This design comes from an exercise in tuning for small area and a short achievable clock period on the open sky130 flow, not from production work.
Function was checked by simulation only, so behaviour that the tests miss may differ from the original.
Power is estimated from default activity; no workload was simulated.

## run.sh

```bash
#!/bin/bash
# synth_recipe.tcl (not shown) runs the flow's synth.tcl, then flattens the netlist and writes it again
# the make line also repeats each setting of config.mk as NAME=value (left out here)
make -C /OpenROAD-flow-scripts/flow DESIGN_CONFIG=/design/flow/config.mk WORK_HOME=/design/flow/orfs CLKGATE_MAP_FILE= SYNTH_SCRIPT=/design/flow/synth_recipe.tcl finish
```

## config.mk

```make
export PLATFORM = sky130hd
export DESIGN_NAME = ledsr_core
export DESIGN_NICKNAME = ledsr_core
export VERILOG_FILES = /design/flow/design.v
export SDC_FILE = /design/flow/constraint.sdc
export NUM_CORES = 4
export LEC_CHECK = 0
export ABC_CLOCK_PERIOD_IN_PS = 2700
export CAP_MARGIN = 20
export CORE_MARGIN = 2
export CORE_UTILIZATION = 60
export CTS_BUF_LIST = sky130_fd_sc_hd__clkbuf_4 sky130_fd_sc_hd__clkbuf_8
export PLACE_DENSITY = 0.7
export SETUP_SLACK_MARGIN = 4.3
export SLEW_MARGIN = 20
```

## constraint.sdc

```tcl
create_clock -name core_clock -period 7.0 [get_ports {clk}]
set_input_delay 1.4000 -clock core_clock [delete_from_list [all_inputs] [get_ports {clk}]]
set_output_delay 1.4000 -clock core_clock [all_outputs]
set_load 0.01 [all_outputs]
```

## design.v

```verilog
module ledsr_core (
    input  wire       clk,
    input  wire       rst,         
    input  wire       en,          
    input  wire       wr_en,       
    input  wire [7:0] wr_addr,     
    input  wire [7:0] wr_data,
    input  wire       start,       
    output reg        busy,
    output reg        pin_data,
    output reg        pin_clk,
    output reg        pin_stb
);
    reg [1535:0] fr;
    genvar gl, gc, gn;
    generate
        for (gl = 0; gl < 8; gl = gl + 1) begin : g_led
            for (gc = 0; gc < 3; gc = gc + 1) begin : g_chan
                for (gn = 0; gn < 8; gn = gn + 1) begin : g_lane
                    wire sel = wr_en && (wr_addr == {gl[2:0], gc[1:0], gn[2:0]});
                    always @(posedge clk)
                        if (sel)
                            fr[((gl * 3 + gc) * 8 + gn) * 8 +: 8] <= wr_data;
                end
            end
        end
    endgenerate
    reg [2:0] led_i;
    reg [1:0] chan_k;
    reg [2:0] plane_p;
    reg [7:0] part_r, part_g, part_b;    
    reg [1:0] k_d;
    generate
        for (gn = 0; gn < 8; gn = gn + 1) begin : g_rd
            wire [63:0] vr, vg, vb;
            for (gl = 0; gl < 8; gl = gl + 1) begin : g_rl
                assign vr[gl * 8 +: 8] = fr[((gl * 3 + 0) * 8 + gn) * 8 +: 8];
                assign vg[gl * 8 +: 8] = fr[((gl * 3 + 1) * 8 + gn) * 8 +: 8];
                assign vb[gl * 8 +: 8] = fr[((gl * 3 + 2) * 8 + gn) * 8 +: 8];
            end
            always @(posedge clk) begin
                part_r[gn] <= vr[{led_i, plane_p}];
                part_g[gn] <= vg[{led_i, plane_p}];
                part_b[gn] <= vb[{led_i, plane_p}];
            end
        end
    endgenerate
    wire [7:0] sel_part = (k_d == 2'd0) ? part_g :
                          (k_d == 2'd1) ? part_r : part_b;
    wire [7:0] word_d;
    generate
        for (gn = 0; gn < 8; gn = gn + 1) begin : g_wd
            assign word_d[7 - gn] = sel_part[gn];
        end
    endgenerate
    reg [7:0] fifo_mem [0:7];
    reg [2:0] fifo_wp, fifo_rp;
    reg [3:0] fifo_count;
    reg       push_d;
    reg [2:0] wp_d;
    wire fifo_full  = fifo_count[3];
    wire fifo_empty = (fifo_count == 4'd0);
    reg        feeding;
    reg [12:0] lfsr;
    localparam [12:0] LFSR_SEED = 13'h0001;
    localparam [12:0] LFSR_END  = 13'h1113;  
    wire [12:0] lfsr_next = {lfsr[11:0], lfsr[12] ^ lfsr[3] ^ lfsr[2] ^ lfsr[0]};
    wire push      = feeding && !fifo_full;
    wire last_word = (led_i == 3'd7) && (chan_k == 2'd2) && (plane_p == 3'd0);
    always @(posedge clk) begin
        k_d <= chan_k;
        if (rst) begin
            busy    <= 1'b0;
            feeding <= 1'b0;
            led_i   <= 3'd0;
            chan_k  <= 2'd0;
            plane_p <= 3'd7;
        end else if (!busy) begin
            if (start) begin
                busy    <= 1'b1;
                feeding <= 1'b1;
                led_i   <= 3'd0;
                chan_k  <= 2'd0;
                plane_p <= 3'd7;
            end
        end else if (feeding) begin
            if (push) begin
                if (last_word) begin
                    feeding <= 1'b0;
                    lfsr    <= LFSR_SEED;
                end else if (plane_p != 3'd0) begin
                    plane_p <= plane_p - 3'd1;
                end else begin
                    plane_p <= 3'd7;
                    if (chan_k != 2'd2) begin
                        chan_k <= chan_k + 2'd1;
                    end else begin
                        chan_k <= 2'd0;
                        led_i  <= led_i + 3'd1;
                    end
                end
            end
        end else begin
            if (lfsr == LFSR_END)
                busy <= 1'b0;
            else
                lfsr <= lfsr_next;
        end
    end
    localparam [2:0] ST_HEADER = 3'd0, ST_PULL = 3'd1,
                     ST_LOOP0  = 3'd2, ST_LOOP1 = 3'd3, ST_LOOP2 = 3'd4;
    reg [2:0] st;
    reg [2:0] cnt;
    reg       ph;
    reg [7:0] osr;
    reg       pop_d;
    reg [2:0] rp_d;
    wire pop = en && (st == ST_PULL) && !fifo_empty;
    integer j;
    always @(posedge clk) begin
        push_d <= push && !rst;
        wp_d   <= fifo_wp;
        if (push_d)
            fifo_mem[wp_d] <= word_d;
        pop_d <= pop && !rst;
        rp_d  <= fifo_rp;
        if (pop_d)
            osr <= fifo_mem[rp_d];
        if (rst) begin
            fifo_wp    <= 3'd0;
            fifo_rp    <= 3'd0;
            fifo_count <= 4'd0;
        end else begin
            if (push)
                fifo_wp <= fifo_wp + 3'd1;
            if (pop)
                fifo_rp <= fifo_rp + 3'd1;
            if (push && !pop)
                fifo_count <= fifo_count + 4'd1;
            else if (pop && !push)
                fifo_count <= fifo_count - 4'd1;
        end
    end
    always @(posedge clk) begin
        if (rst) begin
            st       <= ST_HEADER;
            cnt      <= 3'd0;
            ph       <= 1'b0;
            pin_data <= 1'b0;
            pin_clk  <= 1'b0;
            pin_stb  <= 1'b0;
        end else if (en) begin
            case (st)
                ST_HEADER: begin
                    pin_data <= 1'b1;
                    pin_clk  <= 1'b0;
                    pin_stb  <= 1'b1;
                    st       <= ST_PULL;
                end
                ST_PULL: begin
                    if (!fifo_empty) begin
                        cnt <= 3'd0;
                        ph  <= 1'b0;
                        st  <= ST_LOOP0;
                    end
                end
                ST_LOOP0, ST_LOOP1, ST_LOOP2: begin
                    if (!ph) begin
                        if (st == ST_LOOP0)
                            pin_data <= 1'b1;
                        else if (st == ST_LOOP1)
                            pin_data <= osr[~cnt];
                        else
                            pin_data <= 1'b0;
                        pin_clk <= 1'b0;
                        pin_stb <= 1'b0;
                        ph      <= 1'b1;
                    end else begin
                        pin_clk <= 1'b1;
                        ph      <= 1'b0;
                        cnt     <= cnt + 3'd1;
                        if (cnt == 3'd7)
                            st <= (st == ST_LOOP0) ? ST_LOOP1 :
                                  (st == ST_LOOP1) ? ST_LOOP2 : ST_HEADER;
                    end
                end
                default: st <= ST_HEADER;
            endcase
        end
    end
endmodule
```

==> results of run 1 <==
-- where the power goes --
| group | total [mW] | switching, mW | internal (mW) |
|---|---|---|---|
| Combinational | 1.18 | 0.700 | 0.482 |
| Clock | 8.21 | 3.69 | 4.52 |
| Sequential | 11.2 | 0.0555 | 11.1 |
| Total | 20.6 | 4.45 | 16.1 |
-- repair_timing --
item                                    CTS  global route
resized for setup                       213           106
endpoints found under the hold margin     0             0
gates cloned                              5             2
setup buffers                            35            17
setup endpoints to repair              1289          1481
pin swaps                                 4             8
-- layout make-up --
type                       instances  area (µm²)
sequential                      1685       49980
fill                            6336       32380
multi-input combinational       1204       15800
clock buffer                     387        4788
timing repair buffer             144        1782
tap                             1403        1755
clock inverter                    94       514.2
inverter                           9       36.28
antenna                            3       7.507
-- cells by family (layout without fill, tap and decap cells) --
logic type	count (synthesis)	in the layout	share of synthesized area
compound gates	256	256	0.02986
xor+xnor	12	12	0.001625
fa+ha+maj	12	12	0.002438
buf+inv	173	634	0.01252
flops	1685	1685	0.7726
mux	481	481	0.1521
other cells	0	3	0
simple gates	443	443	0.02887
-- cell usage in the layout, fill, tap and decap left out, types with 21 or more instances in the layout --
master,n
sky130_fd_sc_hd__mux4_2,400
sky130_fd_sc_hd__nand2_1,86
sky130_fd_sc_hd__clkinv_1,57
sky130_fd_sc_hd__a221o_1,26
sky130_fd_sc_hd__edfxtp_1,1621
sky130_fd_sc_hd__buf_12,24
sky130_fd_sc_hd__a211o_1,21
sky130_fd_sc_hd__dfxtp_1,54
sky130_fd_sc_hd__buf_6,21
sky130_fd_sc_hd__a22oi_1,97
sky130_fd_sc_hd__o22a_1,21
sky130_fd_sc_hd__clkinv_2,22
sky130_fd_sc_hd__mux2i_1,64
sky130_fd_sc_hd__nor2_1,55
sky130_fd_sc_hd__buf_4,71
sky130_fd_sc_hd__clkbuf_4,86
sky130_fd_sc_hd__clkbuf_8,302
sky130_fd_sc_hd__o21ai_0,36
sky130_fd_sc_hd__nor2_4,178
-- worst min-delay path by stage --
| stage | from | end | slack, ns | depth (start not counted) |
|---|---|---|---|---|
| 2_1_floorplan | fifo_rp[2]$_SDFFE_PP0P_ | rp_d[2]$_DFF_P_ | 0.35 | 0 |
| 3_3_place_gp | fifo_wp[2]$_SDFFE_PP0P_ | wp_d[2]$_DFF_P_ | 0.36 | 0 |
| 3_5_place_dp | fifo_wp[2]$_SDFFE_PP0P_ | wp_d[2]$_DFF_P_ | 0.36 | 0 |
| 4_1_cts | fifo_rp[2]$_SDFFE_PP0P_ | rp_d[2]$_DFF_P_ | 0.35 | 0 |
| 5_1_grt | fifo_rp[2]$_SDFFE_PP0P_ | rp_d[2]$_DFF_P_ | 0.35 | 0 |
| 6_report | fifo_rp[2]$_SDFFE_PP0P_ | rp_d[2]$_DFF_P_ | 0.36 | 0 |
-- through the flow --
| stage | std cells | power, mW | hold WS, ns | worst slack [ns] |
|---|---|---|---|---|
| 2_1_floorplan | 3062 | 12.03 | 0.3489 | 4.032 |
| 3_3_place_gp | 4386 | 12.44 | 0.3593 | 2.611 |
| 3_5_place_dp | 4386 | 12.46 | 0.3567 | 2.474 |
| 4_1_cts | 4907 | 20.67 | 0.3484 | 3.956 |
| 5_1_grt | 4929 | 21.23 | 0.3466 | 4.171 |
| 6_report | 4929 | 20.57 | 0.3551 | 4.219 |
-- sequential cells by signal, indices dropped and copies added (netlist names), 2 cells and up --
| name | count |
|---|---|
| osr | 8 |
| k_d | 2 |
| led_i | 3 |
| cnt | 3 |
| st | 3 |
| fifo_count | 4 |
| fr | 1536 |
| fifo_rp | 3 |
| wp_d | 3 |
| rp_d | 3 |
| lfsr | 13 |
| part_b | 8 |
| part_r | 8 |
| fifo_mem | 64 |
| fifo_wp | 3 |
| chan_k | 2 |
| part_g | 8 |
| plane_p | 3 |
-- routing by layer --
metal | share of wire | up-vias
met5 | 0.00043 | -
met4 | 0.023 | 10
met3 | 0.11 | 273
met2 | 0.49 | 1756
met1 | 0.38 | 16900
li1 | - | 13340
==> implementation parameters, run 1 <==
Parameter                              Value

Critical path
  Top Family by Delay on Critical Path ... flip-flops
  RR Endpoint ... part_b[2]$_DFF_P_
  Largest stage delay on the critical path ... 0.35 ns
  Critical register-to-register path startpoint ... plane_p[0]$_SDFFE_PP1P_
  Element type at the critical path start ... flop
  Depth of the most critical reg-to-reg path ... 8
  Number of gates on the worst path with buffers counted ... 1
  Reg2reg setup slack ... 4.36 ns
  Critical path launch point ... busy$_SDFF_PP0_
  Data required time at the worst endpoint ... 5.60 ns
  Critical Path, Cell by Cell ... buf_6
  Crit path capture ... busy
  Kind of end point of the critical path ... output port
  Slowest cell on crit path ... sky130_fd_sc_hd__dfxtp_4
  Maximum fanout count along the critical path ... 2
  Number of buffers and inverters on the critical path ... 1
  Arr. time, crit path ... 1.38 ns
  Classification of the worst setup path ... reg2out

GRT
  Number of global-route vias before repair ... 33.84k
  Global-route wire length before repair ... 221400 µm
  Peak-usage layer in the global routing report ... met2
  Met3 global-route usage ... 0.08098
  Remaining Overflow, GRT ... 0
  Global routing met1 resource utilization ... 0.3796
  Largest net degree at the start of global routing ... 120
  Number of antenna violations at the first check in global routing ... 9
  Overall routing resource usage ... 0.2808
  GR met2 Demand/Resource ... 0.4501

CTS
  Number of buffers created by CTS ... 281
  Number of levels in the clock H-tree ... 5
  Maximum root-to-sink buffer count ... 4
  Hold-fix buffer count after cts ... 0
  CTS tree ... done
  Number of clock sinks ... 1685
  Clock root buffer ... sky130_fd_sc_hd__clkbuf_8
  Latest clock arrival within the worst-skew pair ... 0.95 ns
  Clk slew on worst S/H paths ... 0.06 ns

STA
  Number of endpoints with negative hold slack in the final report ... 0
  Time the final worst path needs with I/O delays and setup ... 2.781 ns
  Final Cycle Share ... 0.3973
  RSZ-0062 raised after global routing ... true
  Worst slew pin tran ... 1.110 ns
  Relative slew slack ... 0.2520
  Largest clock skew in the final design ... 0.06929 ns
  Final setup viols ... 0
  Total count of max-transition violations in the final report ... 0
  Accumulated negative setup slack ... 0 ns
  FMAX ... 0.3596 GHz

Outcome
  Status ... no timing/DRC/antenna violations

Floorplan
  Total number of placement rows ... 120
  Initial core utilization ... 0.6040
  Io pins ... 25
  Die footprint ... 0.1104 mm²
  Width of the chip ... 332.3 µm
  Core area ... 0.1071 mm²
  Y dimension of the die ... 332.3 µm

Finish
  Share of post-route cells with drive strength above 1 ... 0.3585
  Final layout net count ... 3358
  Area of all placed cells without fillers ... 0.07467 mm²
  Post-Route Utilization ... 0.6975
  Area growth syn-to-layout ... 15.48%

Placed design
  Post-detailed-placement half-perimeter wirelength ... 76390 µm
  Area post-placement ... 0.06741 mm²
  # port buffers ... 24
  Final Wtd Congestion ... 0.7398

Synth
  Leading post-synthesis cells by instance count ... sky130_fd_sc_hd__edfxtp_1 (1621), sky130_fd_sc_hd__mux4_2 (400), sky130_fd_sc_hd__nor2_1 (253)
  Cell count after synthesis ... 3062
  Yosys cell types ... 46
  Proportion of register bits with asynchronous set or reset after synthesis ... 0
  Post-synthesis register bit count ... 1685
  Primary flip-flop cell chosen by synthesis mapping ... sky130_fd_sc_hd__edfxtp_1
  Most common cell in the netlist ... sky130_fd_sc_hd__edfxtp_1
  Number of synthesis warnings ... 1
  Syn Area/Cell ... 21.12 µm²
  Dominant cell type by area after synthesis ... sky130_fd_sc_hd__edfxtp_1
  Cells taking the most area after synthesis ... sky130_fd_sc_hd__edfxtp_1 (75%), sky130_fd_sc_hd__mux4_2 (14%), sky130_fd_sc_hd__dfxtp_1 (2.0%), sky130_fd_sc_hd__nor2_1 (1.5%), sky130_fd_sc_hd__a22oi_1 (1.1%)
  Seq/Total Area, Yosys ... 0.7726
  Post-synthesis net count ... 3095
  Netlist area before placement ... 0.06466 mm²
  Area share of the largest cell type after synthesis ... 0.7528
  Number of synthesized flops with an enable pin ... 1621

Drt
  Number of DRC violations after detailed-routing iteration 0 ... 3674
  Wire length after detailed routing ... 153000 µm
  Antenna-violating nets left ... 0
  Remaining design rule violation count ... 0
  First-pass DRT Iterations ... 5
  WL/cell ... 31.05 µm
  Via-per-instance ratio ... 6.550
  Via Count ... 32.29k

Power and ir drop
  Power Dens Cells ... 275.5 mW/mm²
  Maximum resistive drop on vdd ... 0.1997 mV
  P_leak ... 23.99 nW

Job
  Max-Cap Viols ... 0

Worst hold path
  Hold Path Class ... reg2reg
==> run 2, diff against run 1 <==
==> config.mk (replaced) <==
export PLATFORM = sky130hd
export DESIGN_NAME = ledsr_core
export DESIGN_NICKNAME = ledsr_core
export VERILOG_FILES = /design/flow/design.v
export SDC_FILE = /design/flow/constraint.sdc
export NUM_CORES = 4
export LEC_CHECK = 0
export CAP_MARGIN = 20
export CORE_MARGIN = 2
export CORE_UTILIZATION = 40
export SLEW_MARGIN = 20
==> run 2 against run 1 <==
Against the previous run: design area shrank 1.8%; first-iteration DRC count fell by 9.9%; clock-buffer cell count fell by 166; die area up 49%; clock skew grew 0.0028 ns; worst setup slack lost 1.0 ns; sequential share of layout area up 1.2 points; non-clock buffer count shrank 53; critical path type is now reg2reg; largest cell class unchanged; largest power group unchanged.
==> implementation parameters, run 2 <==
Parameter                              Value

GRT
  Number of global-route vias before repair ... 31.10k
  Number of antenna violations at the first check in global routing ... 7
  Global-route wire length before repair ... 216300 µm
  Overall routing resource usage ... 0.1829
  Largest net degree at the start of global routing ... 141
  Remaining Overflow, GRT ... 0

Placed design
  Area post-placement ... 0.06755 mm²
  # port buffers ... 24
  Final Wtd Congestion ... 0.7196
  Post-detailed-placement half-perimeter wirelength ... 76020 µm

Floorplan
  Die footprint ... 0.1649 mm²
  Io pins ... 25
  Initial core utilization ... 0.4027
  Total number of placement rows ... 147
  Y dimension of the die ... 406.1 µm
  Width of the chip ... 406.1 µm
  Core area ... 0.1606 mm²

Finish
  Most common cell after layout, fill and taps aside ... sky130_fd_sc_hd__edfxtp_1
  Top Registers ... fr (1536), fifo_mem (64), lfsr (13)
  Area of combinational cells with multiple inputs ... 0.01396 mm²
  Share of post-route cells with drive strength above 1 ... 0.2338
  Fillers ... 13.33k
  Commonest non-fill, non-tap cells in the layout ... sky130_fd_sc_hd__edfxtp_1 (1621), sky130_fd_sc_hd__mux4_2 (400), sky130_fd_sc_hd__nor2_1 (249), sky130_fd_sc_hd__clkbuf_16 (174), sky130_fd_sc_hd__nand2_1 (99)
  Storage element area ... 0.04997 mm²
  Post-Route Utilization ... 0.4567
  Area growth syn-to-layout ... 13.41%
  Number of flip-flops under the largest register name ... 1536
  Final layout net count ... 3194
  Register name with the most flops ... fr
  Area of all placed cells without fillers ... 0.07334 mm²

Critical path
  RR Endpoint ... part_r[4]$_DFF_P_
  Depth of the most critical reg-to-reg path ... 7
  Data required time at the worst endpoint ... 7.66 ns
  Maximum fanout count along the critical path ... 75
  Slowest cell on crit path ... sky130_fd_sc_hd__a221oi_1
  Critical register-to-register path startpoint ... plane_p[0]$_SDFFE_PP1P_
  Arr. time, crit path ... 4.44 ns
  Critical Path, Cell by Cell ... buf_4, buf_12, mux4_2, mux2i_1, a211o_1, a221oi_1, a221o_1
  Kind of end point of the critical path ... flop
  Reg2reg setup slack ... 3.21 ns
  Largest stage delay on the critical path ... 0.91 ns
  Classification of the worst setup path ... reg2reg
  Element type at the critical path start ... flop

STA
  Final setup viols ... 0
  RSZ-0062 raised after global routing ... false
  Number of endpoints with negative hold slack in the final report ... 0
  Worst slew pin tran ... 1.220 ns
  Relative slew slack ... 0.1866
  Final Cycle Share ... 0.5408
  Time the final worst path needs with I/O delays and setup ... 3.786 ns
  Largest clock skew in the final design ... 0.07213 ns
  FMAX ... 0.2642 GHz
  Total count of max-transition violations in the final report ... 0
  Worst hold margin ... 0.3584 ns
  Accumulated negative setup slack ... 0 ns

Drt
  Remaining design rule violation count ... 0
  First-pass DRT Iterations ... 5
  Via Count ... 30.76k
  Wire length after detailed routing ... 150800 µm
  Number of DRC violations after detailed-routing iteration 0 ... 3311
  Antenna-violating nets left ... 0
  WL/cell ... 27.58 µm
  Via-per-instance ratio ... 5.628

Synth
  Post-synthesis register bit count ... 1685
  Syn Area/Cell ... 21.12 µm²
  Most common cell in the netlist ... sky130_fd_sc_hd__edfxtp_1
  Yosys cell types ... 46
  Post-synthesis net count ... 3095
  Area share of the largest cell type after synthesis ... 0.7528
  Primary flip-flop cell chosen by synthesis mapping ... sky130_fd_sc_hd__edfxtp_1
  Number of synthesized flops with an enable pin ... 1621
  Seq/Total Area, Yosys ... 0.7726
  Number of synthesis warnings ... 1
  Netlist area before placement ... 0.06466 mm²
  Cell count after synthesis ... 3062
  Leading post-synthesis cells by instance count ... sky130_fd_sc_hd__edfxtp_1 (1621), sky130_fd_sc_hd__mux4_2 (400), sky130_fd_sc_hd__nor2_1 (253)
  Cells taking the most area after synthesis ... sky130_fd_sc_hd__edfxtp_1 (75%), sky130_fd_sc_hd__mux4_2 (14%), sky130_fd_sc_hd__dfxtp_1 (2.0%), sky130_fd_sc_hd__nor2_1 (1.5%), sky130_fd_sc_hd__a22oi_1 (1.1%)
  Dominant cell type by area after synthesis ... sky130_fd_sc_hd__edfxtp_1
  Proportion of register bits with asynchronous set or reset after synthesis ... 0

CTS
  Clock root buffer ... sky130_fd_sc_hd__clkbuf_16
  Number of clock sinks ... 1685
  Latest clock arrival within the worst-skew pair ... 0.79 ns
  Number of buffers created by CTS ... 170
  Number of levels in the clock H-tree ... 4
  Clk slew on worst S/H paths ... 0.06 ns
  Number of resized instances in the post-cts repair step ... 0
  Hold-fix buffer count after cts ... 0
  CTS tree ... done
  Maximum root-to-sink buffer count ... 3
  Post-CTS setup buffers ... 0

Power and ir drop
  Power share of the sequential group ... 0.522
  P_leak ... 23.28 nW
  Internal power ... 16.91 mW
  Relative contribution of the clock network to total power ... 0.429
  Switching power as a share of total power ... 0.2096
  Power Dens Cells ... 291.7 mW/mm²
  P_sw ... 4.483 mW
  Maximum resistive drop on vdd ... 0.2378 mV
  Overall power of the completed layout ... 21.39 mW
  Combinational Power Share ... 0.049

Outcome
  Status ... no timing/DRC/antenna violations

Worst hold path
  End of the worst hold path ... k_d[1]$_DFF_P_
  Startpoint of the lowest-slack hold path ... chan_k[1]$_SDFFE_PP0P_
  Hold Path Class ... reg2reg
  Worst Hold Depth ... 0

Job
  Max-Cap Viols ... 0
## run 2: cell families (layout without fill, tap and decap cells)
logic type / count (synthesis) / after routing / share of synthesized area
adders and majority gates: 12 / 12 / 0.002438
xor gates and xnor gates: 12 / 12 / 0.001625
and+or+nand+nor: 443 / 443 / 0.02887
other: 0 / 4 / 0
DFF: 1685 / 1685 / 0.7726
muxes: 481 / 481 / 0.1521
AOI/OAI and AO/OA: 256 / 256 / 0.02986
buffers and inverters: 173 / 413 / 0.01252
## run 2: how the worst max path moves through the flow
stage	to	slack, ns	startpoint	depth (start not counted)
global placement	fr[1148]$_DFFE_PP_	2.61	wr_addr[7]	4
CTS	part_g[3]$_DFF_P_	3.25	plane_p[0]$_SDFFE_PP1P_	7
detailed placement	fr[1129]$_DFFE_PP_	2.58	wr_addr[7]	4
global route	part_r[4]$_DFF_P_	2.97	plane_p[0]$_SDFFE_PP1P_	7
finish	part_r[4]$_DFF_P_	3.21	plane_p[0]$_SDFFE_PP1P_	7
floorplan	lfsr[0]$_SDFFCE_PP1P_	3.86	plane_p[1]$_SDFFE_PP1P_	9
## run 2: final cells by class
cell class                      count  area share
Timing Repair Buffer               91     0.01247
Inverter                            9   0.0004607
Clock inverter                     92     0.01501
Clock buffer                      221     0.06328
Tap cell                         2160     0.03685
Multi-Input combinational cell   1204      0.1904
Antenna cell                        4   0.0001365
Sequential cell                  1685      0.6814
## run 2: per-layer routing
| metal | vias up | track usage | wire [µm] |
|---|---|---|---|
| met4 | 2 | 0.04565 | 3052 |
| met2 | 1090 | 0.2985 | 73620 |
| met5 | - | 0 | 13 |
| met3 | 221 | 0.03945 | 11680 |
| li1 | 12950 | - | - |
| met1 | 16500 | 0.2510 | 62400 |
## run 2: stage by stage
stage | setup slack [ns] | cells
2_1_floorplan | 3.863 | 3062
3_3_place_gp | 2.612 | 5147
3_5_place_dp | 2.578 | 5147
4_1_cts | 3.248 | 5460
5_1_grt | 2.968 | 5463
6_report | 3.214 | 5466
## run 2: worst max-delay path, delay by kind of cell (launching register included)
kind	cells	cell delay, ns
mux	2	0.47
flops	1	0.63
buf+inv	2	0.97
compound gates	3	1.47
## run 2: power groups by stage
stage	sequential, mW	clock, mW	combinational [mW]
after global routing	11.2	9.75	1.12
after CTS	11.2	9.34	1.06
after floorplan	11.4	0	0.634
after global placement	11.4	0	1.06
after detailed placement	11.4	0	1.05
final	11.2	9.18	1.04

==> separate check: timing with driven ports <==
The results above use ideal ports. As a check the final layouts listed here were re-extracted and re-timed, cells and wires unchanged.
Step 1 (the two cells are an assumption about what drives the block):
set clk [get_ports {clk}]
set_driving_cell -lib_cell sky130_fd_sc_hd__clkbuf_16 $clk
set_driving_cell -lib_cell sky130_fd_sc_hd__buf_2 [delete_from_list [all_inputs] $clk]
Step 2 adds t to the input delays and takes it off the output delays; t is the mean of the earliest and latest rising clock arrival at the registers after step 1. Input paths then give back, and output paths get back, about the clock's delay inside the block.
Three values: ideal ports, drivers, drivers and shift; two values: the first two.
run | t (ns) | setup slack, ns | worst slew at a driven data input, ns
run 1 | 0.976 | 4.219 / 4.150 / 3.332 | 0.07
run 2 | 0.833 | 3.214 / 3.214 / 2.432 | 0.12
After both steps setup and hold are still met in every run listed. The setup slack of run 1, which loses most, moves by -0.069 ns with the drivers and by -0.887 ns with both steps.
